What follows belongs to an exercise in optimizing a design on an open flow for small area, a short achievable clock period and few clock cycles; a production flow would make more cautious choices. At most, simulation tests tie the RTL to the original design; equivalence was not proved. Power and IR drop assume default switching activity.

Setup of blue:
==> flow/design.v (excerpt) <==
module nibble_packer #(
    parameter BMAX = 64
) (
    input  wire       clk,
    input  wire       rst,      
    input  wire       sel,
    input  wire       we,
    input  wire [7:0] addr,
    input  wire [7:0] wdata,
    output wire [7:0] rdata,
    output wire       ready
);
For scale: ~4900 cells after synthesis, roughly 29 I/O pins, ~46000 um2 of cells after synthesis.
==> flow/config.mk <==
export PLATFORM = sky130hd
export DESIGN_NAME = nibble_packer
export DESIGN_NICKNAME = nibble_packer
export VERILOG_FILES = /design/flow/design.v
export SDC_FILE = /design/flow/constraint.sdc
export NUM_CORES = 4
export LEC_CHECK = 0
export ABC_CLOCK_PERIOD_IN_PS = 4000
export CAP_MARGIN = 20
export CORE_MARGIN = 2
export CORE_UTILIZATION = 35
export CTS_BUF_LIST = sky130_fd_sc_hd__clkbuf_8
export CTS_CLUSTER_DIAMETER = 45
export CTS_CLUSTER_SIZE = 8
export PLACE_DENSITY = 0.45
export SETUP_SLACK_MARGIN = 3.4
export SLEW_MARGIN = 20
export SYNTH_HIERARCHICAL = 1
==> flow/constraint.sdc <==
create_clock -name core_clock -period 7.5 [get_ports {clk}]
set_input_delay 1.5000 -clock core_clock [delete_from_list [all_inputs] [get_ports {clk}]]
set_output_delay 1.5000 -clock core_clock [all_outputs]
set_load 0.01 [all_outputs]
run.sh (not shown) runs the stock make flow with config.mk's settings and CLKGATE_MAP_FILE= SYNTH_SCRIPT=/design/flow/synth_recipe.tcl, a recipe that flattens the netlist after the stock synthesis.
blue completed; timing, DRC and antenna clean
Testbench counts of blue, summed over its fixed seeds: cycles 29,371.
Input-level comparison between green and blue:
- CTS_CLUSTER_DIAMETER: 45 -> 60
- CTS_CLUSTER_SIZE: 8 -> 12
Notes after the runs:
- Compared with blue, green shows share of cell area taken by multi-input logic gates higher by 0.58 points.
- Cmp blue and green / peak clock frequency supported by timing / higher: green
- blue has lower worst setup slack than green.
- The routed wire length reported for green is smaller than that of blue by 0.62%.

---

nibble_packer, a different RTL version from the one above (not shown whole).
Size: roughly 4900 cells after synthesis, roughly 0.047 sq mm of cells after synthesis.
Settings: LEC_CHECK=0, ABC_CLOCK_PERIOD_IN_PS=4000, CAP_MARGIN=20, CORE_MARGIN=2, CORE_UTILIZATION=35, CTS_BUF_LIST=sky130_fd_sc_hd__clkbuf_8, CTS_CLUSTER_DIAMETER=60, CTS_CLUSTER_SIZE=12, PLACE_DENSITY=0.45, SETUP_SLACK_MARGIN=3.4, SLEW_MARGIN=20, SYNTH_HIERARCHICAL=1; clock period 7.5 ns.
The baseline produced a clean layout.
Testbench counts at the start, summed over its fixed seeds: cycles 29,371.
Change:
CORE_UTILIZATION = 50   (was 35)
PLACE_DENSITY = 0.6   (was 0.45)
SETUP_SLACK_MARGIN = 3.6   (was 3.4)
Global-route usage is higher by 9.3 points. Sequential share of layout area came out higher by 1.4 points. Design area fell by 3.2%. Sequential power stays flat. Area after synthesis is unchanged.
Change:
SETUP_SLACK_MARGIN = 3.4   (was 3.6)
The changed run finished with timing, DRC and antenna clean.
Synthesized area is unchanged.
Clock power stays flat.
Synthesized cell count stays the same.
Routed wire length barely changes.
Via count stays flat.
Total power is about the same.
Flip-flop and latch count is unchanged.
Clock-buffer cell count is unchanged.
Change:
CORE_UTILIZATION = 35   (was 50)
PLACE_DENSITY = 0.45   (was 0.6)
SETUP_SLACK_MARGIN = 3.8   (was 3.4)
Outcome: The new run completed without violations; synthesized area does not change; design area rises by about 4.5%; critical path depth falls by 2; cell count rises by 10%; worst setup slack improved by 0.42 ns; total power rises by about 10%; sequential share of layout area falls by 1.8 points; wire length rises by 9.3%; worst hold slack stays flat.

---

Another version of the RTL of nibble_packer (not shown whole).
Size: roughly 5300 cells after synthesis, about 1100 flip-flops, about 48000 sq um of cells after synthesis.
clock: 7.5 ns
lec_check: 0
abc_clock_period_in_ps: 4000
cap_margin: 20
cell_pad_in_sites_detail_placement: 1
core_margin: 2
core_utilization: 35
setup_slack_margin: 3.4
slew_margin: 20
synth_hierarchical: 1
The first run went through all stages and came out clean.
Edit:
- CELL_PAD_IN_SITES_DETAIL_PLACEMENT: 1 -> unset
- PLACE_DENSITY: unset -> 0.45
Outcome: Fmax grows slightly. Non-clock buffer count rose by 19. Worst setup slack gets better by 0.073 ns. Routed wire length climbs slightly. Total power barely changes. Worst hold slack improves by 0.0050 ns.
Function was not checked in any run of this note: the RTL went through the layout flow alone.

-- separate check: timing with driven ports --
The flow's constraints put no driver on any port. The routed layouts listed below were extracted and timed again, unchanged, in two steps.
Step 1, drivers: a clkbuf_16 drives clk and a buf_2 each remaining input, both assumed.
Step 2 times the ports against the registers' clock, not the clock port: input delays grow and output delays shrink by t, the midpoint of the rising clock arrivals with the driver on.
Slacks: no drivers / after step 1 / after step 2; pairs: no drivers / after step 1.
run	shift t [ns]	setup slack, ns	worst setup path at the end	worst data-port slew with drivers (ns)	cell pins on the clock port's net
blue	0.974	3.196 / 3.196 / 3.028	input to register	0.10	1
green	0.945	3.225 / 3.225 / 3.060	input to register	0.10	1
the first run of note 2	0.961	3.230 / 3.230 / 2.431	input to register	0.19	1
the second run of note 2	0.873	3.355 / 3.355 / 2.780	input to register	0.21	1
the third run of note 2	0.863	3.216 / 3.216 / 2.682	input to register	0.19	1
the fourth run of note 2	0.946	3.632 / 3.608 / 3.025	input to register	0.05	1
the first run of note 3	0.865	3.186 / 3.186 / 2.966	input to register	0.07	1
the second run of note 3	0.871	3.260 / 3.235 / 2.859	input to register	0.05	1
After both steps every run listed still meets setup and hold. For the first run of note 2, which loses most, drivers alone change the setup slack by 0.000 ns; drivers and shift together by -0.799 ns.
